This design comes from an exercise in tuning for small area, a short achievable clock period and few clock cycles per item on the open sky130 flow, not from production work. Function was checked by simulation only, so behaviour that the tests miss may differ from the original. Power and IR drop assume default switching activity.

### flow/run.sh
#!/bin/bash
# The standard layout, with every port buffered by the smallest plain buffer
# (sky130_fd_sc_hd__buf_1) instead of the default delay-cell buffer; timing
# repair resizes the ones on critical paths.
set -e
export BUFFER_PORTS_ARGS="-buffer_cell sky130_fd_sc_hd__buf_1"
bash standard.sh > standard.log 2>&1
### standard.sh
#!/bin/bash
# synth_recipe.tcl (not shown) runs the flow's synth.tcl, then flattens the netlist and writes it again
# the make line also repeats each setting of config.mk as NAME=value (left out here)
make -C /OpenROAD-flow-scripts/flow DESIGN_CONFIG=/design/flow/config.mk WORK_HOME=/design/flow/orfs CLKGATE_MAP_FILE= SYNTH_SCRIPT=/design/flow/synth_recipe.tcl "${@:-finish}"
### config.mk
export PLATFORM = sky130hd
export DESIGN_NAME = hamming_codec
export DESIGN_NICKNAME = hamming_codec
export VERILOG_FILES = /design/flow/design.v
export SDC_FILE = /design/flow/constraint.sdc
export NUM_CORES = 4
export LEC_CHECK = 0
export CAP_MARGIN = 20
export CORE_MARGIN = 2
export CORE_UTILIZATION = 35
export PLACE_DENSITY = 0.55
export SETUP_SLACK_MARGIN = 3.0
export SLEW_MARGIN = 20
### constraint.sdc
create_clock -name core_clock -period 8.0 [get_ports {clk}]
set_input_delay 1.6000 -clock core_clock [delete_from_list [all_inputs] [get_ports {clk}]]
set_output_delay 1.6000 -clock core_clock [all_outputs]
set_load 0.01 [all_outputs]
### design.v
module hamming_codec (
    input  wire         clk,
    input  wire         rst,         
    input  wire         in_valid,
    output wire         in_ready,
    input  wire         in_op,       
    input  wire [3:0]   in_r,        
    input  wire [254:0] in_word,
    output reg          out_valid,
    input  wire         out_ready,
    output wire [254:0] out_word,
    output reg          out_err      
);
    wire dec = in_op;
    reg  [8:2] sel;                  
    always @(*) begin
        sel = 7'd0;
        case (in_r)
            4'd2: sel[2] = 1'b1;
            4'd3: sel[3] = 1'b1;
            4'd4: sel[4] = 1'b1;
            4'd5: sel[5] = 1'b1;
            4'd6: sel[6] = 1'b1;
            4'd7: sel[7] = 1'b1;
            4'd8: sel[8] = 1'b1;
            default: ;
        endcase
    end
    wire bad_r = ~|sel;
    wire [1:0] p2;
    wire [2:0] p3;
    wire [3:0] p4;
    wire [4:0] p5;
    wire [5:0] p6;
    wire [6:0] p7;
    wire [7:0] p8;
    assign p2[1] = ^(in_word & 255'h1);
    assign p2[0] = ^(in_word & 255'h1);
    assign p3[2] = ^(in_word & 255'h7);
    assign p3[1] = ^(in_word & 255'hb);
    assign p3[0] = ^(in_word & 255'hd);
    assign p4[3] = ^(in_word & 255'hef);
    assign p4[2] = ^(in_word & 255'h337);
    assign p4[1] = ^(in_word & 255'h55b);
    assign p4[0] = ^(in_word & 255'h69d);
    assign p5[4] = ^(in_word & 255'hf0fdf);
    assign p5[3] = ^(in_word & 255'h7171ef);
    assign p5[2] = ^(in_word & 255'h192b677);
    assign p5[1] = ^(in_word & 255'h2a4dabb);
    assign p5[0] = ^(in_word & 255'h348ed3d);
    assign p6[5] = ^(in_word & 255'h7c00ffc1ffbf);
    assign p6[4] = ^(in_word & 255'h7843f03de1fdf);
    assign p6[3] = ^(in_word & 255'h3889c71c6ee3ef);
    assign p6[2] = ^(in_word & 255'hc912d964b76cf7);
    assign p6[1] = ^(in_word & 255'h152236aa93bb57b);
    assign p6[0] = ^(in_word & 255'h1a443b4d23dda7d);
    assign p7[6] = ^(in_word & 255'h1f800007fff0001ffffe07fff7f);
    assign p7[5] = ^(in_word & 255'h3e0801ff801f07fe007fef83ffbf);
    assign p7[4] = ^(in_word & 255'h3c2107e0781e1787e1f81f7bc3fdf);
    assign p7[3] = ^(in_word & 255'h1c44238e388e22bb8ee38e3bddc7ef);
    assign p7[2] = ^(in_word & 255'h648845b2c93244ddb36cb25deed9f7);
    assign p7[1] = ^(in_word & 255'ha91086d5525488eed5b5549ef76afb);
    assign p7[0] = ^(in_word & 255'hd2210769a46910f769da691f7bb4fd);
    assign p8[7] = ^(in_word & 255'h3f800000000fffff800000000ffffffffe00000ffffffffe03ffffeff);
    assign p8[6] = ^(in_word & 255'hfc0800007fff0001f8000fffff00000fffe07fff0001ffffefc0ffff7f);
    assign p8[5] = ^(in_word & 255'h1f041001ff801f003e083ff003ff003ff003ef83ff07fe007ff7df07ffbf);
    assign p8[4] = ^(in_word & 255'h1e108207e0781e103c213c3f0fc0f0fc0f03c37bc3f787e1f81fbef787fdf);
    assign p8[3] = ^(in_word & 255'he2210438e388e221c4425dc771c7171c711c45bddc7bb8ee38e3df7bb8fef);
    assign p8[2] = ^(in_word & 255'h32442085b2c93244648846ed9b6592b65926489deed9ddb36cb25efbddb3f7);
    assign p8[1] = ^(in_word & 255'h54884106d5525488a9108776adaaa4daaa4a911ef76aeed5b5549f7deed5fb);
    assign p8[0] = ^(in_word & 255'h6910820769a46910d22107bb4ed348ed348d221f7bb4f769da691fbef769fd);
    wire [7:0] s_in =
        ({8{sel[2]}} & {6'd0, p2 ^ {in_word[1], in_word[2]}}) |
        ({8{sel[3]}} & {5'd0, p3 ^ {in_word[4], in_word[5], in_word[6]}}) |
        ({8{sel[4]}} & {4'd0, p4 ^ {in_word[11], in_word[12], in_word[13], in_word[14]}}) |
        ({8{sel[5]}} & {3'd0, p5 ^ {in_word[26], in_word[27], in_word[28], in_word[29], in_word[30]}}) |
        ({8{sel[6]}} & {2'd0, p6 ^ {in_word[57], in_word[58], in_word[59], in_word[60], in_word[61], in_word[62]}}) |
        ({8{sel[7]}} & {1'd0, p7 ^ {in_word[120], in_word[121], in_word[122], in_word[123], in_word[124], in_word[125], in_word[126]}}) |
        ({8{sel[8]}} & (p8 ^ {in_word[247], in_word[248], in_word[249], in_word[250], in_word[251], in_word[252], in_word[253], in_word[254]}));
    wire [254:0] w_in;
    wire m0 = dec ? |(sel & 7'b1111111) : |(sel & 7'b1111111);
    wire [0:0] wm0 = in_word[0:0] & {1{m0}};
    assign w_in[0] = wm0[0];
    wire m1 = dec ? |(sel & 7'b1111111) : |(sel & 7'b1111110);
    wire [1:0] wm1 = in_word[2:1] & {2{m1}};
    assign w_in[1] = wm1[0] | (~dec & sel[2] & p2[1]);
    assign w_in[2] = wm1[1] | (~dec & sel[2] & p2[0]);
    wire m2 = dec ? |(sel & 7'b1111110) : |(sel & 7'b1111110);
    wire [0:0] wm2 = in_word[3:3] & {1{m2}};
    assign w_in[3] = wm2[0];
    wire m3 = dec ? |(sel & 7'b1111110) : |(sel & 7'b1111100);
    wire [2:0] wm3 = in_word[6:4] & {3{m3}};
    assign w_in[4] = wm3[0] | (~dec & sel[3] & p3[2]);
    assign w_in[5] = wm3[1] | (~dec & sel[3] & p3[1]);
    assign w_in[6] = wm3[2] | (~dec & sel[3] & p3[0]);
    wire m4 = dec ? |(sel & 7'b1111100) : |(sel & 7'b1111100);
    wire [3:0] wm4 = in_word[10:7] & {4{m4}};
    assign w_in[7] = wm4[0];
    assign w_in[8] = wm4[1];
    assign w_in[9] = wm4[2];
    assign w_in[10] = wm4[3];
    wire m5 = dec ? |(sel & 7'b1111100) : |(sel & 7'b1111000);
    wire [3:0] wm5 = in_word[14:11] & {4{m5}};
    assign w_in[11] = wm5[0] | (~dec & sel[4] & p4[3]);
    assign w_in[12] = wm5[1] | (~dec & sel[4] & p4[2]);
    assign w_in[13] = wm5[2] | (~dec & sel[4] & p4[1]);
    assign w_in[14] = wm5[3] | (~dec & sel[4] & p4[0]);
    wire m6 = dec ? |(sel & 7'b1111000) : |(sel & 7'b1111000);
    wire [10:0] wm6 = in_word[25:15] & {11{m6}};
    assign w_in[15] = wm6[0];
    assign w_in[16] = wm6[1];
    assign w_in[17] = wm6[2];
    assign w_in[18] = wm6[3];
    assign w_in[19] = wm6[4];
    assign w_in[20] = wm6[5];
    assign w_in[21] = wm6[6];
    assign w_in[22] = wm6[7];
    assign w_in[23] = wm6[8];
    assign w_in[24] = wm6[9];
    assign w_in[25] = wm6[10];
    wire m7 = dec ? |(sel & 7'b1111000) : |(sel & 7'b1110000);
    wire [4:0] wm7 = in_word[30:26] & {5{m7}};
    assign w_in[26] = wm7[0] | (~dec & sel[5] & p5[4]);
    assign w_in[27] = wm7[1] | (~dec & sel[5] & p5[3]);
    assign w_in[28] = wm7[2] | (~dec & sel[5] & p5[2]);
    assign w_in[29] = wm7[3] | (~dec & sel[5] & p5[1]);
    assign w_in[30] = wm7[4] | (~dec & sel[5] & p5[0]);
    wire m8 = dec ? |(sel & 7'b1110000) : |(sel & 7'b1110000);
    wire [25:0] wm8 = in_word[56:31] & {26{m8}};
    assign w_in[31] = wm8[0];
    assign w_in[32] = wm8[1];
    assign w_in[33] = wm8[2];
    assign w_in[34] = wm8[3];
    assign w_in[35] = wm8[4];
    assign w_in[36] = wm8[5];
    assign w_in[37] = wm8[6];
    assign w_in[38] = wm8[7];
    assign w_in[39] = wm8[8];
    assign w_in[40] = wm8[9];
    assign w_in[41] = wm8[10];
    assign w_in[42] = wm8[11];
    assign w_in[43] = wm8[12];
    assign w_in[44] = wm8[13];
    assign w_in[45] = wm8[14];
    assign w_in[46] = wm8[15];
    assign w_in[47] = wm8[16];
    assign w_in[48] = wm8[17];
    assign w_in[49] = wm8[18];
    assign w_in[50] = wm8[19];
    assign w_in[51] = wm8[20];
    assign w_in[52] = wm8[21];
    assign w_in[53] = wm8[22];
    assign w_in[54] = wm8[23];
    assign w_in[55] = wm8[24];
    assign w_in[56] = wm8[25];
    wire m9 = dec ? |(sel & 7'b1110000) : |(sel & 7'b1100000);
    wire [5:0] wm9 = in_word[62:57] & {6{m9}};
    assign w_in[57] = wm9[0] | (~dec & sel[6] & p6[5]);
    assign w_in[58] = wm9[1] | (~dec & sel[6] & p6[4]);
    assign w_in[59] = wm9[2] | (~dec & sel[6] & p6[3]);
    assign w_in[60] = wm9[3] | (~dec & sel[6] & p6[2]);
    assign w_in[61] = wm9[4] | (~dec & sel[6] & p6[1]);
    assign w_in[62] = wm9[5] | (~dec & sel[6] & p6[0]);
    wire m10 = dec ? |(sel & 7'b1100000) : |(sel & 7'b1100000);
    wire [56:0] wm10 = in_word[119:63] & {57{m10}};
    assign w_in[63] = wm10[0];
    assign w_in[64] = wm10[1];
    assign w_in[65] = wm10[2];
    assign w_in[66] = wm10[3];
    assign w_in[67] = wm10[4];
    assign w_in[68] = wm10[5];
    assign w_in[69] = wm10[6];
    assign w_in[70] = wm10[7];
    assign w_in[71] = wm10[8];
    assign w_in[72] = wm10[9];
    assign w_in[73] = wm10[10];
    assign w_in[74] = wm10[11];
    assign w_in[75] = wm10[12];
    assign w_in[76] = wm10[13];
    assign w_in[77] = wm10[14];
    assign w_in[78] = wm10[15];
    assign w_in[79] = wm10[16];
    assign w_in[80] = wm10[17];
    assign w_in[81] = wm10[18];
    assign w_in[82] = wm10[19];
    assign w_in[83] = wm10[20];
    assign w_in[84] = wm10[21];
    assign w_in[85] = wm10[22];
    assign w_in[86] = wm10[23];
    assign w_in[87] = wm10[24];
    assign w_in[88] = wm10[25];
    assign w_in[89] = wm10[26];
    assign w_in[90] = wm10[27];
    assign w_in[91] = wm10[28];
    assign w_in[92] = wm10[29];
    assign w_in[93] = wm10[30];
    assign w_in[94] = wm10[31];
    assign w_in[95] = wm10[32];
    assign w_in[96] = wm10[33];
    assign w_in[97] = wm10[34];
    assign w_in[98] = wm10[35];
    assign w_in[99] = wm10[36];
    assign w_in[100] = wm10[37];
    assign w_in[101] = wm10[38];
    assign w_in[102] = wm10[39];
    assign w_in[103] = wm10[40];
    assign w_in[104] = wm10[41];
    assign w_in[105] = wm10[42];
    assign w_in[106] = wm10[43];
    assign w_in[107] = wm10[44];
    assign w_in[108] = wm10[45];
    assign w_in[109] = wm10[46];
    assign w_in[110] = wm10[47];
    assign w_in[111] = wm10[48];
    assign w_in[112] = wm10[49];
    assign w_in[113] = wm10[50];
    assign w_in[114] = wm10[51];
    assign w_in[115] = wm10[52];
    assign w_in[116] = wm10[53];
    assign w_in[117] = wm10[54];
    assign w_in[118] = wm10[55];
    assign w_in[119] = wm10[56];
    wire m11 = dec ? |(sel & 7'b1100000) : |(sel & 7'b1000000);
    wire [6:0] wm11 = in_word[126:120] & {7{m11}};
    assign w_in[120] = wm11[0] | (~dec & sel[7] & p7[6]);
    assign w_in[121] = wm11[1] | (~dec & sel[7] & p7[5]);
    assign w_in[122] = wm11[2] | (~dec & sel[7] & p7[4]);
    assign w_in[123] = wm11[3] | (~dec & sel[7] & p7[3]);
    assign w_in[124] = wm11[4] | (~dec & sel[7] & p7[2]);
    assign w_in[125] = wm11[5] | (~dec & sel[7] & p7[1]);
    assign w_in[126] = wm11[6] | (~dec & sel[7] & p7[0]);
    wire m12 = dec ? |(sel & 7'b1000000) : |(sel & 7'b1000000);
    wire [119:0] wm12 = in_word[246:127] & {120{m12}};
    assign w_in[127] = wm12[0];
    assign w_in[128] = wm12[1];
    assign w_in[129] = wm12[2];
    assign w_in[130] = wm12[3];
    assign w_in[131] = wm12[4];
    assign w_in[132] = wm12[5];
    assign w_in[133] = wm12[6];
    assign w_in[134] = wm12[7];
    assign w_in[135] = wm12[8];
    assign w_in[136] = wm12[9];
    assign w_in[137] = wm12[10];
    assign w_in[138] = wm12[11];
    assign w_in[139] = wm12[12];
    assign w_in[140] = wm12[13];
    assign w_in[141] = wm12[14];
    assign w_in[142] = wm12[15];
    assign w_in[143] = wm12[16];
    assign w_in[144] = wm12[17];
    assign w_in[145] = wm12[18];
    assign w_in[146] = wm12[19];
    assign w_in[147] = wm12[20];
    assign w_in[148] = wm12[21];
    assign w_in[149] = wm12[22];
    assign w_in[150] = wm12[23];
    assign w_in[151] = wm12[24];
    assign w_in[152] = wm12[25];
    assign w_in[153] = wm12[26];
    assign w_in[154] = wm12[27];
    assign w_in[155] = wm12[28];
    assign w_in[156] = wm12[29];
    assign w_in[157] = wm12[30];
    assign w_in[158] = wm12[31];
    assign w_in[159] = wm12[32];
    assign w_in[160] = wm12[33];
    assign w_in[161] = wm12[34];
    assign w_in[162] = wm12[35];
    assign w_in[163] = wm12[36];
    assign w_in[164] = wm12[37];
    assign w_in[165] = wm12[38];
    assign w_in[166] = wm12[39];
    assign w_in[167] = wm12[40];
    assign w_in[168] = wm12[41];
    assign w_in[169] = wm12[42];
    assign w_in[170] = wm12[43];
    assign w_in[171] = wm12[44];
    assign w_in[172] = wm12[45];
    assign w_in[173] = wm12[46];
    assign w_in[174] = wm12[47];
    assign w_in[175] = wm12[48];
    assign w_in[176] = wm12[49];
    assign w_in[177] = wm12[50];
    assign w_in[178] = wm12[51];
    assign w_in[179] = wm12[52];
    assign w_in[180] = wm12[53];
    assign w_in[181] = wm12[54];
    assign w_in[182] = wm12[55];
    assign w_in[183] = wm12[56];
    assign w_in[184] = wm12[57];
    assign w_in[185] = wm12[58];
    assign w_in[186] = wm12[59];
    assign w_in[187] = wm12[60];
    assign w_in[188] = wm12[61];
    assign w_in[189] = wm12[62];
    assign w_in[190] = wm12[63];
    assign w_in[191] = wm12[64];
    assign w_in[192] = wm12[65];
    assign w_in[193] = wm12[66];
    assign w_in[194] = wm12[67];
    assign w_in[195] = wm12[68];
    assign w_in[196] = wm12[69];
    assign w_in[197] = wm12[70];
    assign w_in[198] = wm12[71];
    assign w_in[199] = wm12[72];
    assign w_in[200] = wm12[73];
    assign w_in[201] = wm12[74];
    assign w_in[202] = wm12[75];
    assign w_in[203] = wm12[76];
    assign w_in[204] = wm12[77];
    assign w_in[205] = wm12[78];
    assign w_in[206] = wm12[79];
    assign w_in[207] = wm12[80];
    assign w_in[208] = wm12[81];
    assign w_in[209] = wm12[82];
    assign w_in[210] = wm12[83];
    assign w_in[211] = wm12[84];
    assign w_in[212] = wm12[85];
    assign w_in[213] = wm12[86];
    assign w_in[214] = wm12[87];
    assign w_in[215] = wm12[88];
    assign w_in[216] = wm12[89];
    assign w_in[217] = wm12[90];
    assign w_in[218] = wm12[91];
    assign w_in[219] = wm12[92];
    assign w_in[220] = wm12[93];
    assign w_in[221] = wm12[94];
    assign w_in[222] = wm12[95];
    assign w_in[223] = wm12[96];
    assign w_in[224] = wm12[97];
    assign w_in[225] = wm12[98];
    assign w_in[226] = wm12[99];
    assign w_in[227] = wm12[100];
    assign w_in[228] = wm12[101];
    assign w_in[229] = wm12[102];
    assign w_in[230] = wm12[103];
    assign w_in[231] = wm12[104];
    assign w_in[232] = wm12[105];
    assign w_in[233] = wm12[106];
    assign w_in[234] = wm12[107];
    assign w_in[235] = wm12[108];
    assign w_in[236] = wm12[109];
    assign w_in[237] = wm12[110];
    assign w_in[238] = wm12[111];
    assign w_in[239] = wm12[112];
    assign w_in[240] = wm12[113];
    assign w_in[241] = wm12[114];
    assign w_in[242] = wm12[115];
    assign w_in[243] = wm12[116];
    assign w_in[244] = wm12[117];
    assign w_in[245] = wm12[118];
    assign w_in[246] = wm12[119];
    wire m13 = dec ? |(sel & 7'b1000000) : |(sel & 7'b0000000);
    wire [7:0] wm13 = in_word[254:247] & {8{m13}};
    assign w_in[247] = wm13[0] | (~dec & sel[8] & p8[7]);
    assign w_in[248] = wm13[1] | (~dec & sel[8] & p8[6]);
    assign w_in[249] = wm13[2] | (~dec & sel[8] & p8[5]);
    assign w_in[250] = wm13[3] | (~dec & sel[8] & p8[4]);
    assign w_in[251] = wm13[4] | (~dec & sel[8] & p8[3]);
    assign w_in[252] = wm13[5] | (~dec & sel[8] & p8[2]);
    assign w_in[253] = wm13[6] | (~dec & sel[8] & p8[1]);
    assign w_in[254] = wm13[7] | (~dec & sel[8] & p8[0]);
    reg [254:0] wn_q;        
    reg [7:0]   s_q;
    reg [8:2]   sel_q;
    reg         dec_q;
    assign in_ready = !out_valid || out_ready;
    always @(posedge clk) begin
        if (rst)
            out_valid <= 1'b0;
        else if (in_ready)
            out_valid <= in_valid;
    end
    always @(posedge clk) begin
        if (in_ready) begin
            wn_q    <= ~w_in;
            s_q     <= s_in;
            sel_q   <= sel;
            dec_q   <= dec;
            out_err <= bad_r;
        end
    end
    wire [15:0] lo;
    assign lo[0] = (s_q[3:0] == 4'd0);
    assign lo[1] = (s_q[3:0] == 4'd1);
    assign lo[2] = (s_q[3:0] == 4'd2);
    assign lo[3] = (s_q[3:0] == 4'd3);
    assign lo[4] = (s_q[3:0] == 4'd4);
    assign lo[5] = (s_q[3:0] == 4'd5);
    assign lo[6] = (s_q[3:0] == 4'd6);
    assign lo[7] = (s_q[3:0] == 4'd7);
    assign lo[8] = (s_q[3:0] == 4'd8);
    assign lo[9] = (s_q[3:0] == 4'd9);
    assign lo[10] = (s_q[3:0] == 4'd10);
    assign lo[11] = (s_q[3:0] == 4'd11);
    assign lo[12] = (s_q[3:0] == 4'd12);
    assign lo[13] = (s_q[3:0] == 4'd13);
    assign lo[14] = (s_q[3:0] == 4'd14);
    assign lo[15] = (s_q[3:0] == 4'd15);
    wire [0:0] hi2;
    assign hi2[0] = dec_q & sel_q[2] & (s_q[7:4] == 4'd0);
    wire [0:0] hi3;
    assign hi3[0] = dec_q & sel_q[3] & (s_q[7:4] == 4'd0);
    wire [0:0] hi4;
    assign hi4[0] = dec_q & sel_q[4] & (s_q[7:4] == 4'd0);
    wire [1:0] hi5;
    assign hi5[0] = dec_q & sel_q[5] & (s_q[7:4] == 4'd0);
    assign hi5[1] = dec_q & sel_q[5] & (s_q[7:4] == 4'd1);
    wire [3:0] hi6;
    assign hi6[0] = dec_q & sel_q[6] & (s_q[7:4] == 4'd0);
    assign hi6[1] = dec_q & sel_q[6] & (s_q[7:4] == 4'd1);
    assign hi6[2] = dec_q & sel_q[6] & (s_q[7:4] == 4'd2);
    assign hi6[3] = dec_q & sel_q[6] & (s_q[7:4] == 4'd3);
    wire [7:0] hi7;
    assign hi7[0] = dec_q & sel_q[7] & (s_q[7:4] == 4'd0);
    assign hi7[1] = dec_q & sel_q[7] & (s_q[7:4] == 4'd1);
    assign hi7[2] = dec_q & sel_q[7] & (s_q[7:4] == 4'd2);
    assign hi7[3] = dec_q & sel_q[7] & (s_q[7:4] == 4'd3);
    assign hi7[4] = dec_q & sel_q[7] & (s_q[7:4] == 4'd4);
    assign hi7[5] = dec_q & sel_q[7] & (s_q[7:4] == 4'd5);
    assign hi7[6] = dec_q & sel_q[7] & (s_q[7:4] == 4'd6);
    assign hi7[7] = dec_q & sel_q[7] & (s_q[7:4] == 4'd7);
    wire [15:0] hi8;
    assign hi8[0] = dec_q & sel_q[8] & (s_q[7:4] == 4'd0);
    assign hi8[1] = dec_q & sel_q[8] & (s_q[7:4] == 4'd1);
    assign hi8[2] = dec_q & sel_q[8] & (s_q[7:4] == 4'd2);
    assign hi8[3] = dec_q & sel_q[8] & (s_q[7:4] == 4'd3);
    assign hi8[4] = dec_q & sel_q[8] & (s_q[7:4] == 4'd4);
    assign hi8[5] = dec_q & sel_q[8] & (s_q[7:4] == 4'd5);
    assign hi8[6] = dec_q & sel_q[8] & (s_q[7:4] == 4'd6);
    assign hi8[7] = dec_q & sel_q[8] & (s_q[7:4] == 4'd7);
    assign hi8[8] = dec_q & sel_q[8] & (s_q[7:4] == 4'd8);
    assign hi8[9] = dec_q & sel_q[8] & (s_q[7:4] == 4'd9);
    assign hi8[10] = dec_q & sel_q[8] & (s_q[7:4] == 4'd10);
    assign hi8[11] = dec_q & sel_q[8] & (s_q[7:4] == 4'd11);
    assign hi8[12] = dec_q & sel_q[8] & (s_q[7:4] == 4'd12);
    assign hi8[13] = dec_q & sel_q[8] & (s_q[7:4] == 4'd13);
    assign hi8[14] = dec_q & sel_q[8] & (s_q[7:4] == 4'd14);
    assign hi8[15] = dec_q & sel_q[8] & (s_q[7:4] == 4'd15);
    assign out_word[0] = ~(wn_q[0] ^ ((hi2[0] & lo[3]) | (hi3[0] & lo[7]) | (hi4[0] & lo[15]) | (hi5[1] & lo[15]) | (hi6[3] & lo[15]) | (hi7[7] & lo[15]) | (hi8[15] & lo[15])));
    assign out_word[1] = ~(wn_q[1] ^ ((hi2[0] & lo[2]) | (hi3[0] & lo[6]) | (hi4[0] & lo[14]) | (hi5[1] & lo[14]) | (hi6[3] & lo[14]) | (hi7[7] & lo[14]) | (hi8[15] & lo[14])));
    assign out_word[2] = ~(wn_q[2] ^ ((hi2[0] & lo[1]) | (hi3[0] & lo[5]) | (hi4[0] & lo[13]) | (hi5[1] & lo[13]) | (hi6[3] & lo[13]) | (hi7[7] & lo[13]) | (hi8[15] & lo[13])));
    assign out_word[3] = ~(wn_q[3] ^ ((hi3[0] & lo[3]) | (hi4[0] & lo[11]) | (hi5[1] & lo[11]) | (hi6[3] & lo[11]) | (hi7[7] & lo[11]) | (hi8[15] & lo[11])));
    assign out_word[4] = ~(wn_q[4] ^ ((hi3[0] & lo[4]) | (hi4[0] & lo[7]) | (hi5[1] & lo[7]) | (hi6[3] & lo[7]) | (hi7[7] & lo[7]) | (hi8[15] & lo[7])));
    assign out_word[5] = ~(wn_q[5] ^ ((hi3[0] & lo[2]) | (hi4[0] & lo[12]) | (hi5[0] & lo[15]) | (hi6[2] & lo[15]) | (hi7[6] & lo[15]) | (hi8[14] & lo[15])));
    assign out_word[6] = ~(wn_q[6] ^ ((hi3[0] & lo[1]) | (hi4[0] & lo[10]) | (hi5[1] & lo[12]) | (hi6[1] & lo[15]) | (hi7[5] & lo[15]) | (hi8[13] & lo[15])));
    assign out_word[7] = ~(wn_q[7] ^ ((hi4[0] & lo[9]) | (hi5[1] & lo[10]) | (hi6[3] & lo[12]) | (hi7[3] & lo[15]) | (hi8[11] & lo[15])));
    assign out_word[8] = ~(wn_q[8] ^ ((hi4[0] & lo[6]) | (hi5[1] & lo[9]) | (hi6[3] & lo[10]) | (hi7[7] & lo[12]) | (hi8[7] & lo[15])));
    assign out_word[9] = ~(wn_q[9] ^ ((hi4[0] & lo[5]) | (hi5[1] & lo[6]) | (hi6[3] & lo[9]) | (hi7[7] & lo[10]) | (hi8[15] & lo[12])));
    assign out_word[10] = ~(wn_q[10] ^ ((hi4[0] & lo[3]) | (hi5[1] & lo[5]) | (hi6[3] & lo[6]) | (hi7[7] & lo[9]) | (hi8[15] & lo[10])));
    assign out_word[11] = ~(wn_q[11] ^ ((hi4[0] & lo[8]) | (hi5[1] & lo[3]) | (hi6[3] & lo[5]) | (hi7[7] & lo[6]) | (hi8[15] & lo[9])));
    assign out_word[12] = ~(wn_q[12] ^ ((hi4[0] & lo[4]) | (hi5[0] & lo[14]) | (hi6[3] & lo[3]) | (hi7[7] & lo[5]) | (hi8[15] & lo[6])));
    assign out_word[13] = ~(wn_q[13] ^ ((hi4[0] & lo[2]) | (hi5[0] & lo[13]) | (hi6[2] & lo[14]) | (hi7[7] & lo[3]) | (hi8[15] & lo[5])));
    assign out_word[14] = ~(wn_q[14] ^ ((hi4[0] & lo[1]) | (hi5[0] & lo[11]) | (hi6[2] & lo[13]) | (hi7[6] & lo[14]) | (hi8[15] & lo[3])));
    assign out_word[15] = ~(wn_q[15] ^ ((hi5[0] & lo[7]) | (hi6[2] & lo[11]) | (hi7[6] & lo[13]) | (hi8[14] & lo[14])));
    assign out_word[16] = ~(wn_q[16] ^ ((hi5[1] & lo[8]) | (hi6[2] & lo[7]) | (hi7[6] & lo[11]) | (hi8[14] & lo[13])));
    assign out_word[17] = ~(wn_q[17] ^ ((hi5[1] & lo[4]) | (hi6[1] & lo[14]) | (hi7[6] & lo[7]) | (hi8[14] & lo[11])));
    assign out_word[18] = ~(wn_q[18] ^ ((hi5[1] & lo[2]) | (hi6[1] & lo[13]) | (hi7[5] & lo[14]) | (hi8[14] & lo[7])));
    assign out_word[19] = ~(wn_q[19] ^ ((hi5[1] & lo[1]) | (hi6[1] & lo[11]) | (hi7[5] & lo[13]) | (hi8[13] & lo[14])));
    assign out_word[20] = ~(wn_q[20] ^ ((hi5[0] & lo[12]) | (hi6[1] & lo[7]) | (hi7[5] & lo[11]) | (hi8[13] & lo[13])));
    assign out_word[21] = ~(wn_q[21] ^ ((hi5[0] & lo[10]) | (hi6[0] & lo[15]) | (hi7[5] & lo[7]) | (hi8[13] & lo[11])));
    assign out_word[22] = ~(wn_q[22] ^ ((hi5[0] & lo[9]) | (hi6[3] & lo[8]) | (hi7[4] & lo[15]) | (hi8[13] & lo[7])));
    assign out_word[23] = ~(wn_q[23] ^ ((hi5[0] & lo[6]) | (hi6[3] & lo[4]) | (hi7[3] & lo[14]) | (hi8[12] & lo[15])));
    assign out_word[24] = ~(wn_q[24] ^ ((hi5[0] & lo[5]) | (hi6[3] & lo[2]) | (hi7[3] & lo[13]) | (hi8[11] & lo[14])));
    assign out_word[25] = ~(wn_q[25] ^ ((hi5[0] & lo[3]) | (hi6[3] & lo[1]) | (hi7[3] & lo[11]) | (hi8[11] & lo[13])));
    assign out_word[26] = ~(wn_q[26] ^ ((hi5[1] & lo[0]) | (hi6[2] & lo[12]) | (hi7[3] & lo[7]) | (hi8[11] & lo[11])));
    assign out_word[27] = ~(wn_q[27] ^ ((hi5[0] & lo[8]) | (hi6[2] & lo[10]) | (hi7[2] & lo[15]) | (hi8[11] & lo[7])));
    assign out_word[28] = ~(wn_q[28] ^ ((hi5[0] & lo[4]) | (hi6[2] & lo[9]) | (hi7[1] & lo[15]) | (hi8[10] & lo[15])));
    assign out_word[29] = ~(wn_q[29] ^ ((hi5[0] & lo[2]) | (hi6[2] & lo[6]) | (hi7[7] & lo[8]) | (hi8[9] & lo[15])));
    assign out_word[30] = ~(wn_q[30] ^ ((hi5[0] & lo[1]) | (hi6[2] & lo[5]) | (hi7[7] & lo[4]) | (hi8[7] & lo[14])));
    assign out_word[31] = ~(wn_q[31] ^ ((hi6[2] & lo[3]) | (hi7[7] & lo[2]) | (hi8[7] & lo[13])));
    assign out_word[32] = ~(wn_q[32] ^ ((hi6[1] & lo[12]) | (hi7[7] & lo[1]) | (hi8[7] & lo[11])));
    assign out_word[33] = ~(wn_q[33] ^ ((hi6[1] & lo[10]) | (hi7[6] & lo[12]) | (hi8[7] & lo[7])));
    assign out_word[34] = ~(wn_q[34] ^ ((hi6[1] & lo[9]) | (hi7[6] & lo[10]) | (hi8[6] & lo[15])));
    assign out_word[35] = ~(wn_q[35] ^ ((hi6[1] & lo[6]) | (hi7[6] & lo[9]) | (hi8[5] & lo[15])));
    assign out_word[36] = ~(wn_q[36] ^ ((hi6[1] & lo[5]) | (hi7[6] & lo[6]) | (hi8[3] & lo[15])));
    assign out_word[37] = ~(wn_q[37] ^ ((hi6[1] & lo[3]) | (hi7[6] & lo[5]) | (hi8[15] & lo[8])));
    assign out_word[38] = ~(wn_q[38] ^ ((hi6[0] & lo[14]) | (hi7[6] & lo[3]) | (hi8[15] & lo[4])));
    assign out_word[39] = ~(wn_q[39] ^ ((hi6[0] & lo[13]) | (hi7[5] & lo[12]) | (hi8[15] & lo[2])));
    assign out_word[40] = ~(wn_q[40] ^ ((hi6[0] & lo[11]) | (hi7[5] & lo[10]) | (hi8[15] & lo[1])));
    assign out_word[41] = ~(wn_q[41] ^ ((hi6[0] & lo[7]) | (hi7[5] & lo[9]) | (hi8[14] & lo[12])));
    assign out_word[42] = ~(wn_q[42] ^ ((hi6[3] & lo[0]) | (hi7[5] & lo[6]) | (hi8[14] & lo[10])));
    assign out_word[43] = ~(wn_q[43] ^ ((hi6[2] & lo[8]) | (hi7[5] & lo[5]) | (hi8[14] & lo[9])));
    assign out_word[44] = ~(wn_q[44] ^ ((hi6[2] & lo[4]) | (hi7[5] & lo[3]) | (hi8[14] & lo[6])));
    assign out_word[45] = ~(wn_q[45] ^ ((hi6[2] & lo[2]) | (hi7[4] & lo[14]) | (hi8[14] & lo[5])));
    assign out_word[46] = ~(wn_q[46] ^ ((hi6[2] & lo[1]) | (hi7[4] & lo[13]) | (hi8[14] & lo[3])));
    assign out_word[47] = ~(wn_q[47] ^ ((hi6[1] & lo[8]) | (hi7[4] & lo[11]) | (hi8[13] & lo[12])));
    assign out_word[48] = ~(wn_q[48] ^ ((hi6[1] & lo[4]) | (hi7[4] & lo[7]) | (hi8[13] & lo[10])));
    assign out_word[49] = ~(wn_q[49] ^ ((hi6[1] & lo[2]) | (hi7[3] & lo[12]) | (hi8[13] & lo[9])));
    assign out_word[50] = ~(wn_q[50] ^ ((hi6[1] & lo[1]) | (hi7[3] & lo[10]) | (hi8[13] & lo[6])));
    assign out_word[51] = ~(wn_q[51] ^ ((hi6[0] & lo[12]) | (hi7[3] & lo[9]) | (hi8[13] & lo[5])));
    assign out_word[52] = ~(wn_q[52] ^ ((hi6[0] & lo[10]) | (hi7[3] & lo[6]) | (hi8[13] & lo[3])));
    assign out_word[53] = ~(wn_q[53] ^ ((hi6[0] & lo[9]) | (hi7[3] & lo[5]) | (hi8[12] & lo[14])));
    assign out_word[54] = ~(wn_q[54] ^ ((hi6[0] & lo[6]) | (hi7[3] & lo[3]) | (hi8[12] & lo[13])));
    assign out_word[55] = ~(wn_q[55] ^ ((hi6[0] & lo[5]) | (hi7[2] & lo[14]) | (hi8[12] & lo[11])));
    assign out_word[56] = ~(wn_q[56] ^ ((hi6[0] & lo[3]) | (hi7[2] & lo[13]) | (hi8[12] & lo[7])));
    assign out_word[57] = ~(wn_q[57] ^ ((hi6[2] & lo[0]) | (hi7[2] & lo[11]) | (hi8[11] & lo[12])));
    assign out_word[58] = ~(wn_q[58] ^ ((hi6[1] & lo[0]) | (hi7[2] & lo[7]) | (hi8[11] & lo[10])));
    assign out_word[59] = ~(wn_q[59] ^ ((hi6[0] & lo[8]) | (hi7[1] & lo[14]) | (hi8[11] & lo[9])));
    assign out_word[60] = ~(wn_q[60] ^ ((hi6[0] & lo[4]) | (hi7[1] & lo[13]) | (hi8[11] & lo[6])));
    assign out_word[61] = ~(wn_q[61] ^ ((hi6[0] & lo[2]) | (hi7[1] & lo[11]) | (hi8[11] & lo[5])));
    assign out_word[62] = ~(wn_q[62] ^ ((hi6[0] & lo[1]) | (hi7[1] & lo[7]) | (hi8[11] & lo[3])));
    assign out_word[63] = ~(wn_q[63] ^ ((hi7[0] & lo[15]) | (hi8[10] & lo[14])));
    assign out_word[64] = ~(wn_q[64] ^ ((hi7[7] & lo[0]) | (hi8[10] & lo[13])));
    assign out_word[65] = ~(wn_q[65] ^ ((hi7[6] & lo[8]) | (hi8[10] & lo[11])));
    assign out_word[66] = ~(wn_q[66] ^ ((hi7[6] & lo[4]) | (hi8[10] & lo[7])));
    assign out_word[67] = ~(wn_q[67] ^ ((hi7[6] & lo[2]) | (hi8[9] & lo[14])));
    assign out_word[68] = ~(wn_q[68] ^ ((hi7[6] & lo[1]) | (hi8[9] & lo[13])));
    assign out_word[69] = ~(wn_q[69] ^ ((hi7[5] & lo[8]) | (hi8[9] & lo[11])));
    assign out_word[70] = ~(wn_q[70] ^ ((hi7[5] & lo[4]) | (hi8[9] & lo[7])));
    assign out_word[71] = ~(wn_q[71] ^ ((hi7[5] & lo[2]) | (hi8[8] & lo[15])));
    assign out_word[72] = ~(wn_q[72] ^ ((hi7[5] & lo[1]) | (hi8[7] & lo[12])));
    assign out_word[73] = ~(wn_q[73] ^ ((hi7[4] & lo[12]) | (hi8[7] & lo[10])));
    assign out_word[74] = ~(wn_q[74] ^ ((hi7[4] & lo[10]) | (hi8[7] & lo[9])));
    assign out_word[75] = ~(wn_q[75] ^ ((hi7[4] & lo[9]) | (hi8[7] & lo[6])));
    assign out_word[76] = ~(wn_q[76] ^ ((hi7[4] & lo[6]) | (hi8[7] & lo[5])));
    assign out_word[77] = ~(wn_q[77] ^ ((hi7[4] & lo[5]) | (hi8[7] & lo[3])));
    assign out_word[78] = ~(wn_q[78] ^ ((hi7[4] & lo[3]) | (hi8[6] & lo[14])));
    assign out_word[79] = ~(wn_q[79] ^ ((hi7[3] & lo[8]) | (hi8[6] & lo[13])));
    assign out_word[80] = ~(wn_q[80] ^ ((hi7[3] & lo[4]) | (hi8[6] & lo[11])));
    assign out_word[81] = ~(wn_q[81] ^ ((hi7[3] & lo[2]) | (hi8[6] & lo[7])));
    assign out_word[82] = ~(wn_q[82] ^ ((hi7[3] & lo[1]) | (hi8[5] & lo[14])));
    assign out_word[83] = ~(wn_q[83] ^ ((hi7[2] & lo[12]) | (hi8[5] & lo[13])));
    assign out_word[84] = ~(wn_q[84] ^ ((hi7[2] & lo[10]) | (hi8[5] & lo[11])));
    assign out_word[85] = ~(wn_q[85] ^ ((hi7[2] & lo[9]) | (hi8[5] & lo[7])));
    assign out_word[86] = ~(wn_q[86] ^ ((hi7[2] & lo[6]) | (hi8[4] & lo[15])));
    assign out_word[87] = ~(wn_q[87] ^ ((hi7[2] & lo[5]) | (hi8[3] & lo[14])));
    assign out_word[88] = ~(wn_q[88] ^ ((hi7[2] & lo[3]) | (hi8[3] & lo[13])));
    assign out_word[89] = ~(wn_q[89] ^ ((hi7[1] & lo[12]) | (hi8[3] & lo[11])));
    assign out_word[90] = ~(wn_q[90] ^ ((hi7[1] & lo[10]) | (hi8[3] & lo[7])));
    assign out_word[91] = ~(wn_q[91] ^ ((hi7[1] & lo[9]) | (hi8[2] & lo[15])));
    assign out_word[92] = ~(wn_q[92] ^ ((hi7[1] & lo[6]) | (hi8[1] & lo[15])));
    assign out_word[93] = ~(wn_q[93] ^ ((hi7[1] & lo[5]) | (hi8[15] & lo[0])));
    assign out_word[94] = ~(wn_q[94] ^ ((hi7[1] & lo[3]) | (hi8[14] & lo[8])));
    assign out_word[95] = ~(wn_q[95] ^ ((hi7[0] & lo[14]) | (hi8[14] & lo[4])));
    assign out_word[96] = ~(wn_q[96] ^ ((hi7[0] & lo[13]) | (hi8[14] & lo[2])));
    assign out_word[97] = ~(wn_q[97] ^ ((hi7[0] & lo[11]) | (hi8[14] & lo[1])));
    assign out_word[98] = ~(wn_q[98] ^ ((hi7[0] & lo[7]) | (hi8[13] & lo[8])));
    assign out_word[99] = ~(wn_q[99] ^ ((hi7[6] & lo[0]) | (hi8[13] & lo[4])));
    assign out_word[100] = ~(wn_q[100] ^ ((hi7[5] & lo[0]) | (hi8[13] & lo[2])));
    assign out_word[101] = ~(wn_q[101] ^ ((hi7[4] & lo[8]) | (hi8[13] & lo[1])));
    assign out_word[102] = ~(wn_q[102] ^ ((hi7[4] & lo[4]) | (hi8[12] & lo[12])));
    assign out_word[103] = ~(wn_q[103] ^ ((hi7[4] & lo[2]) | (hi8[12] & lo[10])));
    assign out_word[104] = ~(wn_q[104] ^ ((hi7[4] & lo[1]) | (hi8[12] & lo[9])));
    assign out_word[105] = ~(wn_q[105] ^ ((hi7[3] & lo[0]) | (hi8[12] & lo[6])));
    assign out_word[106] = ~(wn_q[106] ^ ((hi7[2] & lo[8]) | (hi8[12] & lo[5])));
    assign out_word[107] = ~(wn_q[107] ^ ((hi7[2] & lo[4]) | (hi8[12] & lo[3])));
    assign out_word[108] = ~(wn_q[108] ^ ((hi7[2] & lo[2]) | (hi8[11] & lo[8])));
    assign out_word[109] = ~(wn_q[109] ^ ((hi7[2] & lo[1]) | (hi8[11] & lo[4])));
    assign out_word[110] = ~(wn_q[110] ^ ((hi7[1] & lo[8]) | (hi8[11] & lo[2])));
    assign out_word[111] = ~(wn_q[111] ^ ((hi7[1] & lo[4]) | (hi8[11] & lo[1])));
    assign out_word[112] = ~(wn_q[112] ^ ((hi7[1] & lo[2]) | (hi8[10] & lo[12])));
    assign out_word[113] = ~(wn_q[113] ^ ((hi7[1] & lo[1]) | (hi8[10] & lo[10])));
    assign out_word[114] = ~(wn_q[114] ^ ((hi7[0] & lo[12]) | (hi8[10] & lo[9])));
    assign out_word[115] = ~(wn_q[115] ^ ((hi7[0] & lo[10]) | (hi8[10] & lo[6])));
    assign out_word[116] = ~(wn_q[116] ^ ((hi7[0] & lo[9]) | (hi8[10] & lo[5])));
    assign out_word[117] = ~(wn_q[117] ^ ((hi7[0] & lo[6]) | (hi8[10] & lo[3])));
    assign out_word[118] = ~(wn_q[118] ^ ((hi7[0] & lo[5]) | (hi8[9] & lo[12])));
    assign out_word[119] = ~(wn_q[119] ^ ((hi7[0] & lo[3]) | (hi8[9] & lo[10])));
    assign out_word[120] = ~(wn_q[120] ^ ((hi7[4] & lo[0]) | (hi8[9] & lo[9])));
    assign out_word[121] = ~(wn_q[121] ^ ((hi7[2] & lo[0]) | (hi8[9] & lo[6])));
    assign out_word[122] = ~(wn_q[122] ^ ((hi7[1] & lo[0]) | (hi8[9] & lo[5])));
    assign out_word[123] = ~(wn_q[123] ^ ((hi7[0] & lo[8]) | (hi8[9] & lo[3])));
    assign out_word[124] = ~(wn_q[124] ^ ((hi7[0] & lo[4]) | (hi8[8] & lo[14])));
    assign out_word[125] = ~(wn_q[125] ^ ((hi7[0] & lo[2]) | (hi8[8] & lo[13])));
    assign out_word[126] = ~(wn_q[126] ^ ((hi7[0] & lo[1]) | (hi8[8] & lo[11])));
    assign out_word[127] = ~(wn_q[127] ^ ((hi8[8] & lo[7])));
    assign out_word[128] = ~(wn_q[128] ^ ((hi8[7] & lo[8])));
    assign out_word[129] = ~(wn_q[129] ^ ((hi8[7] & lo[4])));
    assign out_word[130] = ~(wn_q[130] ^ ((hi8[7] & lo[2])));
    assign out_word[131] = ~(wn_q[131] ^ ((hi8[7] & lo[1])));
    assign out_word[132] = ~(wn_q[132] ^ ((hi8[6] & lo[12])));
    assign out_word[133] = ~(wn_q[133] ^ ((hi8[6] & lo[10])));
    assign out_word[134] = ~(wn_q[134] ^ ((hi8[6] & lo[9])));
    assign out_word[135] = ~(wn_q[135] ^ ((hi8[6] & lo[6])));
    assign out_word[136] = ~(wn_q[136] ^ ((hi8[6] & lo[5])));
    assign out_word[137] = ~(wn_q[137] ^ ((hi8[6] & lo[3])));
    assign out_word[138] = ~(wn_q[138] ^ ((hi8[5] & lo[12])));
    assign out_word[139] = ~(wn_q[139] ^ ((hi8[5] & lo[10])));
    assign out_word[140] = ~(wn_q[140] ^ ((hi8[5] & lo[9])));
    assign out_word[141] = ~(wn_q[141] ^ ((hi8[5] & lo[6])));
    assign out_word[142] = ~(wn_q[142] ^ ((hi8[5] & lo[5])));
    assign out_word[143] = ~(wn_q[143] ^ ((hi8[5] & lo[3])));
    assign out_word[144] = ~(wn_q[144] ^ ((hi8[4] & lo[14])));
    assign out_word[145] = ~(wn_q[145] ^ ((hi8[4] & lo[13])));
    assign out_word[146] = ~(wn_q[146] ^ ((hi8[4] & lo[11])));
    assign out_word[147] = ~(wn_q[147] ^ ((hi8[4] & lo[7])));
    assign out_word[148] = ~(wn_q[148] ^ ((hi8[3] & lo[12])));
    assign out_word[149] = ~(wn_q[149] ^ ((hi8[3] & lo[10])));
    assign out_word[150] = ~(wn_q[150] ^ ((hi8[3] & lo[9])));
    assign out_word[151] = ~(wn_q[151] ^ ((hi8[3] & lo[6])));
    assign out_word[152] = ~(wn_q[152] ^ ((hi8[3] & lo[5])));
    assign out_word[153] = ~(wn_q[153] ^ ((hi8[3] & lo[3])));
    assign out_word[154] = ~(wn_q[154] ^ ((hi8[2] & lo[14])));
    assign out_word[155] = ~(wn_q[155] ^ ((hi8[2] & lo[13])));
    assign out_word[156] = ~(wn_q[156] ^ ((hi8[2] & lo[11])));
    assign out_word[157] = ~(wn_q[157] ^ ((hi8[2] & lo[7])));
    assign out_word[158] = ~(wn_q[158] ^ ((hi8[1] & lo[14])));
    assign out_word[159] = ~(wn_q[159] ^ ((hi8[1] & lo[13])));
    assign out_word[160] = ~(wn_q[160] ^ ((hi8[1] & lo[11])));
    assign out_word[161] = ~(wn_q[161] ^ ((hi8[1] & lo[7])));
    assign out_word[162] = ~(wn_q[162] ^ ((hi8[0] & lo[15])));
    assign out_word[163] = ~(wn_q[163] ^ ((hi8[14] & lo[0])));
    assign out_word[164] = ~(wn_q[164] ^ ((hi8[13] & lo[0])));
    assign out_word[165] = ~(wn_q[165] ^ ((hi8[12] & lo[8])));
    assign out_word[166] = ~(wn_q[166] ^ ((hi8[12] & lo[4])));
    assign out_word[167] = ~(wn_q[167] ^ ((hi8[12] & lo[2])));
    assign out_word[168] = ~(wn_q[168] ^ ((hi8[12] & lo[1])));
    assign out_word[169] = ~(wn_q[169] ^ ((hi8[11] & lo[0])));
    assign out_word[170] = ~(wn_q[170] ^ ((hi8[10] & lo[8])));
    assign out_word[171] = ~(wn_q[171] ^ ((hi8[10] & lo[4])));
    assign out_word[172] = ~(wn_q[172] ^ ((hi8[10] & lo[2])));
    assign out_word[173] = ~(wn_q[173] ^ ((hi8[10] & lo[1])));
    assign out_word[174] = ~(wn_q[174] ^ ((hi8[9] & lo[8])));
    assign out_word[175] = ~(wn_q[175] ^ ((hi8[9] & lo[4])));
    assign out_word[176] = ~(wn_q[176] ^ ((hi8[9] & lo[2])));
    assign out_word[177] = ~(wn_q[177] ^ ((hi8[9] & lo[1])));
    assign out_word[178] = ~(wn_q[178] ^ ((hi8[8] & lo[12])));
    assign out_word[179] = ~(wn_q[179] ^ ((hi8[8] & lo[10])));
    assign out_word[180] = ~(wn_q[180] ^ ((hi8[8] & lo[9])));
    assign out_word[181] = ~(wn_q[181] ^ ((hi8[8] & lo[6])));
    assign out_word[182] = ~(wn_q[182] ^ ((hi8[8] & lo[5])));
    assign out_word[183] = ~(wn_q[183] ^ ((hi8[8] & lo[3])));
    assign out_word[184] = ~(wn_q[184] ^ ((hi8[7] & lo[0])));
    assign out_word[185] = ~(wn_q[185] ^ ((hi8[6] & lo[8])));
    assign out_word[186] = ~(wn_q[186] ^ ((hi8[6] & lo[4])));
    assign out_word[187] = ~(wn_q[187] ^ ((hi8[6] & lo[2])));
    assign out_word[188] = ~(wn_q[188] ^ ((hi8[6] & lo[1])));
    assign out_word[189] = ~(wn_q[189] ^ ((hi8[5] & lo[8])));
    assign out_word[190] = ~(wn_q[190] ^ ((hi8[5] & lo[4])));
    assign out_word[191] = ~(wn_q[191] ^ ((hi8[5] & lo[2])));
    assign out_word[192] = ~(wn_q[192] ^ ((hi8[5] & lo[1])));
    assign out_word[193] = ~(wn_q[193] ^ ((hi8[4] & lo[12])));
    assign out_word[194] = ~(wn_q[194] ^ ((hi8[4] & lo[10])));
    assign out_word[195] = ~(wn_q[195] ^ ((hi8[4] & lo[9])));
    assign out_word[196] = ~(wn_q[196] ^ ((hi8[4] & lo[6])));
    assign out_word[197] = ~(wn_q[197] ^ ((hi8[4] & lo[5])));
    assign out_word[198] = ~(wn_q[198] ^ ((hi8[4] & lo[3])));
    assign out_word[199] = ~(wn_q[199] ^ ((hi8[3] & lo[8])));
    assign out_word[200] = ~(wn_q[200] ^ ((hi8[3] & lo[4])));
    assign out_word[201] = ~(wn_q[201] ^ ((hi8[3] & lo[2])));
    assign out_word[202] = ~(wn_q[202] ^ ((hi8[3] & lo[1])));
    assign out_word[203] = ~(wn_q[203] ^ ((hi8[2] & lo[12])));
    assign out_word[204] = ~(wn_q[204] ^ ((hi8[2] & lo[10])));
    assign out_word[205] = ~(wn_q[205] ^ ((hi8[2] & lo[9])));
    assign out_word[206] = ~(wn_q[206] ^ ((hi8[2] & lo[6])));
    assign out_word[207] = ~(wn_q[207] ^ ((hi8[2] & lo[5])));
    assign out_word[208] = ~(wn_q[208] ^ ((hi8[2] & lo[3])));
    assign out_word[209] = ~(wn_q[209] ^ ((hi8[1] & lo[12])));
    assign out_word[210] = ~(wn_q[210] ^ ((hi8[1] & lo[10])));
    assign out_word[211] = ~(wn_q[211] ^ ((hi8[1] & lo[9])));
    assign out_word[212] = ~(wn_q[212] ^ ((hi8[1] & lo[6])));
    assign out_word[213] = ~(wn_q[213] ^ ((hi8[1] & lo[5])));
    assign out_word[214] = ~(wn_q[214] ^ ((hi8[1] & lo[3])));
    assign out_word[215] = ~(wn_q[215] ^ ((hi8[0] & lo[14])));
    assign out_word[216] = ~(wn_q[216] ^ ((hi8[0] & lo[13])));
    assign out_word[217] = ~(wn_q[217] ^ ((hi8[0] & lo[11])));
    assign out_word[218] = ~(wn_q[218] ^ ((hi8[0] & lo[7])));
    assign out_word[219] = ~(wn_q[219] ^ ((hi8[12] & lo[0])));
    assign out_word[220] = ~(wn_q[220] ^ ((hi8[10] & lo[0])));
    assign out_word[221] = ~(wn_q[221] ^ ((hi8[9] & lo[0])));
    assign out_word[222] = ~(wn_q[222] ^ ((hi8[8] & lo[8])));
    assign out_word[223] = ~(wn_q[223] ^ ((hi8[8] & lo[4])));
    assign out_word[224] = ~(wn_q[224] ^ ((hi8[8] & lo[2])));
    assign out_word[225] = ~(wn_q[225] ^ ((hi8[8] & lo[1])));
    assign out_word[226] = ~(wn_q[226] ^ ((hi8[6] & lo[0])));
    assign out_word[227] = ~(wn_q[227] ^ ((hi8[5] & lo[0])));
    assign out_word[228] = ~(wn_q[228] ^ ((hi8[4] & lo[8])));
    assign out_word[229] = ~(wn_q[229] ^ ((hi8[4] & lo[4])));
    assign out_word[230] = ~(wn_q[230] ^ ((hi8[4] & lo[2])));
    assign out_word[231] = ~(wn_q[231] ^ ((hi8[4] & lo[1])));
    assign out_word[232] = ~(wn_q[232] ^ ((hi8[3] & lo[0])));
    assign out_word[233] = ~(wn_q[233] ^ ((hi8[2] & lo[8])));
    assign out_word[234] = ~(wn_q[234] ^ ((hi8[2] & lo[4])));
    assign out_word[235] = ~(wn_q[235] ^ ((hi8[2] & lo[2])));
    assign out_word[236] = ~(wn_q[236] ^ ((hi8[2] & lo[1])));
    assign out_word[237] = ~(wn_q[237] ^ ((hi8[1] & lo[8])));
    assign out_word[238] = ~(wn_q[238] ^ ((hi8[1] & lo[4])));
    assign out_word[239] = ~(wn_q[239] ^ ((hi8[1] & lo[2])));
    assign out_word[240] = ~(wn_q[240] ^ ((hi8[1] & lo[1])));
    assign out_word[241] = ~(wn_q[241] ^ ((hi8[0] & lo[12])));
    assign out_word[242] = ~(wn_q[242] ^ ((hi8[0] & lo[10])));
    assign out_word[243] = ~(wn_q[243] ^ ((hi8[0] & lo[9])));
    assign out_word[244] = ~(wn_q[244] ^ ((hi8[0] & lo[6])));
    assign out_word[245] = ~(wn_q[245] ^ ((hi8[0] & lo[5])));
    assign out_word[246] = ~(wn_q[246] ^ ((hi8[0] & lo[3])));
    assign out_word[247] = ~(wn_q[247] ^ ((hi8[8] & lo[0])));
    assign out_word[248] = ~(wn_q[248] ^ ((hi8[4] & lo[0])));
    assign out_word[249] = ~(wn_q[249] ^ ((hi8[2] & lo[0])));
    assign out_word[250] = ~(wn_q[250] ^ ((hi8[1] & lo[0])));
    assign out_word[251] = ~(wn_q[251] ^ ((hi8[0] & lo[8])));
    assign out_word[252] = ~(wn_q[252] ^ ((hi8[0] & lo[4])));
    assign out_word[253] = ~(wn_q[253] ^ ((hi8[0] & lo[2])));
    assign out_word[254] = ~(wn_q[254] ^ ((hi8[0] & lo[1])));
endmodule
==> flow_metrics.env, run 1 <==
export IMPL_status="finished clean"
export IMPL_critPathKind="register to output pin"
export IMPL_yosysTopAreaCellShare=0.360
export IMPL_final_util=0.417
export IMPL_min_path_type="register to register"
export IMPL_critPathMaxStageDelay_ps=940
export IMPL_ctsHtreeMaxLevel=2
export IMPL_synthDistinctLibCells=52
export IMPL_routed_wl_um=126000
export IMPL_areaGrowthSynthToFinish_pct=18.1
export IMPL_place_hpwl_um=101000
export IMPL_p_per_area_nw_per_um2=300
export IMPL_grt_overflow_total=0
export IMPL_end_kind="output pin"
export IMPL_max_freq_ghz=0.194
export IMPL_fp_row_count=93
export IMPL_rsz0062_at_grt="true"
export IMPL_synth_area_leader_cell="edfxtp_1"
export IMPL_critPathLaunchType="register"
export IMPL_ys_seq_elements=273
export IMPL_clockBufferDepth=3
export IMPL_placed_cell_area_um2=25500
export IMPL_p_leak_nw=7.88
export IMPL_grt_first_pass_wirelength_um=166000
export IMPL_period_share=0.644
export IMPL_synth_edf_count=272
export IMPL_core_um2=64200
export IMPL_viasPerCell=5.70
export IMPL_maxSlewHeadroom=0.173
export IMPL_antenna_found_initial=8
export IMPL_drt_pass1_iter_count=8
export IMPL_drc_errors=0
export IMPL_hold_viol=0
export IMPL_cts_sinks=273
export IMPL_drt_iter0_drc=3510
export IMPL_period_minus_slack_ps=5150
export IMPL_start_util=0.353
export IMPL_synth_async_sr_flop_share=0
export IMPL_grt_max_degree=174
export IMPL_final_max_slew_viol_count=0
export IMPL_nets=2963
export IMPL_dieArea_um2=66900
export IMPL_port_buffers=521
export IMPL_syn_area_um2=22700
export IMPL_hold_buffers=0
export IMPL_finalSetupViolCount=0
export IMPL_cp_max_fo=14
export IMPL_worst_path_max_delay_cell="nor2_2"
export IMPL_finClkSkew_ps=19.0
export IMPL_pre_cts_ws_ps=2300
export IMPL_gp_congestion=1.01
export IMPL_num_vias=20406
export IMPL_dieHeight_um=259
export IMPL_final_area_um2=26800
export IMPL_antenna_left=0
export IMPL_cp_data_arrival_time_ps=3550
export IMPL_dieWidth_um=259
export IMPL_ys_seq_area_frac=0.361
export IMPL_required_ps=6400
export IMPL_tightest_slew_ps=1240
export IMPL_gr_usage_all_layers=0.364
export IMPL_tritoncts="done"
export IMPL_maxCapViolCount=0
export IMPL_boundaryPins=522
export IMPL_synth_area_leaders="edfxtp_1 (36%), xnor2_1 (27%), xor2_1 (9.0%)"
export IMPL_synth_cells=2235
export IMPL_syn_num_nets=2499
export IMPL_wire_per_inst_um=35.1
export IMPL_grt_pass1_vias=19368
export IMPL_clk_pin_slew_worst_paths_ps=60
export IMPL_cts_root_buf="clkbuf_16"
export IMPL_drive_above_1_share=0.0621
export IMPL_numCtsBuffers=34
export IMPL_ys_flop_type="edfxtp_1"
export IMPL_ir_drop_mv=0.257
export IMPL_synth_avg_cell_area_um2=10.1
export IMPL_path_cells="nand2b_1 -> nor2_2 -> a221oi_1 -> o21ai_1 -> xnor2_1 -> buf_1"
export IMPL_clk_latency_ps=550
export IMPL_power_total_mw=8.02
export IMPL_tns_ps=0
export IMPL_setup_slack_ps=2850
export IMPL_ys_warnings_count=1
==> critical path, delay by kind of cell, from the launching register on <==
kind	cells	cell delay (ps)
xor+xnor	1	180
simple gates	2	1250
compound gates	2	610
flops	1	770
buf+inv	1	170
==> layout make-up <==
cell class / instances / area (µm²)
fillers: 6455 / 37500
clock inverters: 19 / 169
inverters: 7 / 28.8
diodes: 5 / 12.5
well taps: 855 / 1070
flip-flops and latches: 273 / 8190
clock buffers: 41 / 877
repair buffers: 576 / 2430
multi-input cells: 1807 / 14000
==> sequential cells by signal, indices dropped and copies added (netlist names) <==
register   count
out_err        1
sel_q          7
s_q            8
dec_q          1
wn_q         255
out_valid      1
==> final timing paths <==
kind / from / end / slack (ps) / depth (start not counted)
setup / recovery: s_q[2] / out_word[30] / 2850 / 6
hold / removal: out_valid / out_valid / 700 / 2
setup reg to reg: out_valid / wn_q[28] / 5520 / 3
hold reg to reg: out_valid / out_valid / 700 / 2
==> synthesized netlist by cell type, types with 3 or more instances <==
cell type / count
nor4_1: 5
buf_1: 3
a222oi_1: 11
xnor2_1: 696
xnor2_4: 4
or3_1: 6
a22oi_1: 24
xor2_1: 234
xor3_1: 3
o21ai_1: 4
clkbuf_1: 113
inv_1: 6
nor3_1: 23
and2_1: 3
nor2_1: 112
o221ai_1: 8
nor2b_1: 9
xnor2_2: 12
or2_2: 3
buf_2: 26
buf_6: 3
xnor3_2: 5
a221oi_1: 7
o21ai_0: 19
o22ai_1: 121
nand3_1: 19
nand2_1: 343
a21oi_1: 41
xnor3_1: 56
nand2b_1: 11
a31oi_1: 3
edfxtp_1: 272
xor2_2: 3
a211oi_1: 3
==> routing by layer <==
| layer | global-route usage | up-vias | part of all wire |
|---|---|---|---|
| met4 | 0.106 | 6 | 0.035 |
| met3 | 0.0878 | 240 | 0.12 |
| met5 | 0 | - | 0.00032 |
| met1 | 0.512 | 10121 | 0.41 |
| li1 | - | 8444 | - |
| met2 | 0.555 | 1595 | 0.44 |
==> where the power goes <==
| part | internal, mW | switching [mW] | leakage (nW) |
|---|---|---|---|
| Sequential | 1.66 | 0.0791 | 2.25 |
| Combinational | 1.92 | 2.83 | 5.13 |
| Clock | 0.854 | 0.682 | 0.505 |
| Total | 4.43 | 3.59 | 7.88 |
==> logic make-up (layout without fill, tap and decap cells) <==
family / count (synthesis) / in the layout / share of synthesized area
AO/OA/AOI/OAI: 249 / 249 / 0.0711
XOR/XNOR: 1015 / 1015 / 0.441
buffers and inverters: 155 / 643 / 0.0291
flip-flops: 273 / 273 / 0.361
multiplexers: 1 / 1 / 0.000441
other: 0 / 5 / 0
AND/OR/NAND/NOR: 542 / 542 / 0.0974
==> timing repair <==
| action | in CTS | in global routing |
|---|---|---|
| gates cloned | 0 | 0 |
| setup endpoints to repair | 33 | 48 |
| pin swaps | 0 | 0 |
| resized for setup | 8 | 20 |
| setup buffers | 3 | 9 |
==> stage by stage <==
stage | hold slack (ps) | cells
global route | 752 | 3581
finish | 701 | 3583
CTS | 738 | 3568
detailed placement | 730 | 3505
global placement | 713 | 3503
floorplan | 1670 | 2235
==> cells in the final DEF, fill, tap and decap left out, drive strengths merged, types with 5 or more instances in the layout <==
cell type and count:
nor3 23, nor2b 9, a21oi 41, edfxtp 272, a221oi 7, xor2 237, or3 6, o21ai 23
buf 575, a222oi 11, clkinv 12, o221ai 8, nor2 112, inv 10, nor4 5, o22ai 121
xnor2 712, xor3 5, nand3 19, nand2b 11, clkbuf 42, a22oi 24, nand2 343, xnor3 61
diode 5
Testbench counts, summed over its fixed seeds: cycles 12,008, items 12,000.
==> run 2: changes to the inputs <==
--- a/config.mk
+++ b/config.mk
@@ -8,6 +8,6 @@
 export CAP_MARGIN = 20
 export CORE_MARGIN = 2
-export CORE_UTILIZATION = 35
-export PLACE_DENSITY = 0.55
-export SETUP_SLACK_MARGIN = 3.0
+export CORE_UTILIZATION = 55
+export PLACE_DENSITY = 0.8
+export SETUP_SLACK_MARGIN = 4.0
 export SLEW_MARGIN = 20
==> flow_metrics.env, run 2 <==
export IMPL_syn_area_um2=22700
export IMPL_ctsHtreeMaxLevel=1
export IMPL_ys_seq_elements=273
export IMPL_port_buffers=521
export IMPL_ys_warnings_count=1
export IMPL_grt_max_degree=191
export IMPL_gp_congestion=1.12
export IMPL_synth_edf_count=272
export IMPL_synth_cells=2235
export IMPL_synth_area_leaders="edfxtp_1 (36%), xnor2_1 (27%), xor2_1 (9.0%)"
export IMPL_synth_async_sr_flop_share=0
export IMPL_synth_avg_cell_area_um2=10.1
export IMPL_hold_buffers=0
export IMPL_ys_seq_area_frac=0.361
export IMPL_gr_usage_all_layers=0.682
export IMPL_tool_error="[ERROR GRT-0232] Routing congestion too high. Check the congestion heatmap in the GUI."
export IMPL_synth_area_leader_cell="edfxtp_1"
export IMPL_boundaryPins=522
export IMPL_yosysTopAreaCellShare=0.360
export IMPL_grt_overflow_total=6
export IMPL_cts_root_buf="clkbuf_16"
export IMPL_stop_stage="global routing"
export IMPL_place_hpwl_um=87700
export IMPL_dieHeight_um=207
export IMPL_syn_num_nets=2499
export IMPL_start_util=0.557
export IMPL_dieWidth_um=207
export IMPL_numCtsBuffers=30
export IMPL_ys_flop_type="edfxtp_1"
export IMPL_fp_row_count=74
export IMPL_synth_most_common_cell="xnor2_1"
export IMPL_pre_cts_ws_ps=2590
export IMPL_synthDistinctLibCells=52
export IMPL_synth_common_cells="xnor2_1 (696), nand2_1 (343), edfxtp_1 (272), xor2_1 (234), o22ai_1 (121)"
export IMPL_clockBufferDepth=3
export IMPL_cts_sinks=273
export IMPL_status="aborted with a tool error"
[run 2: cell counts after synthesis]
Identical to the previous run, type by type.
[run 2: cell families after synthesis]
group | Yosys count | share of synthesized area
compound gates | 249 | 0.0711
xor+xnor | 1015 | 0.441
buf+inv | 155 | 0.0291
flops | 273 | 0.361
mux | 1 | 0.000441
simple gates | 542 | 0.0974
[run 2: stage by stage]
stage	hold WS [ps]	std cells	cell area (µm²)
3_3_place_gp	825	3173	25100
2_1_floorplan	1670	2235	22900
4_1_cts	781	3367	30000
3_5_place_dp	850	3173	25100
[run 2: worst min path at each step]
stage	end	cells after the start	slack, ps
floorplan	out_valid	1	1670
global placement	out_valid	2	820
detailed placement	out_valid	2	850
CTS	wn_q[170]	1	780
[run 2: repair_timing]
action                                  in CTS
hold endpoints to repair                     0
pin swaps                                  150
resized for setup                          688
setup buffers                              126
gates cloned                                12
endpoints found under the setup margin     268
[run 2: layer usage]
metal  global-route usage  GRT overflow
met1                0.743             1
met2                0.842             3
met3                0.521             1
met4                0.531             1
met5                0.309             0
[run 2: power groups by stage]
stage | clock, mW | sequential [mW] | combinational [mW]
4_1_cts | 1.48 | 1.70 | 5.19
3_5_place_dp | 0 | 1.78 | 4.41
3_3_place_gp | 0 | 1.77 | 4.40
2_1_floorplan | 0 | 1.72 | 3.22

==> re-timing with driven ports <==
In the flow no input, the clock included, has a driving cell. The finished layout below was timed again as built, in two steps.
Step 1, drivers: a clkbuf_16 drives clk and a buf_2 each remaining input, both assumed.
Step 2 moves the port delays by t, midway between the first and last clock arrival at a register: inputs arrive t later, outputs are due t later. That takes back most of the time a late clock gives input paths.
Three values: ideal ports, drivers, drivers and shift; two values: the first two.
run: run 1
shift t [ns]: 0.607
setup WS [ns]: 2.848 / 2.787 / 2.405
hold slack, ns: 0.701 / 0.701 / 0.701
After both steps run 1 still meets setup and hold. The setup slack of run 1 moves by -0.061 ns with the drivers and by -0.443 ns with both steps.
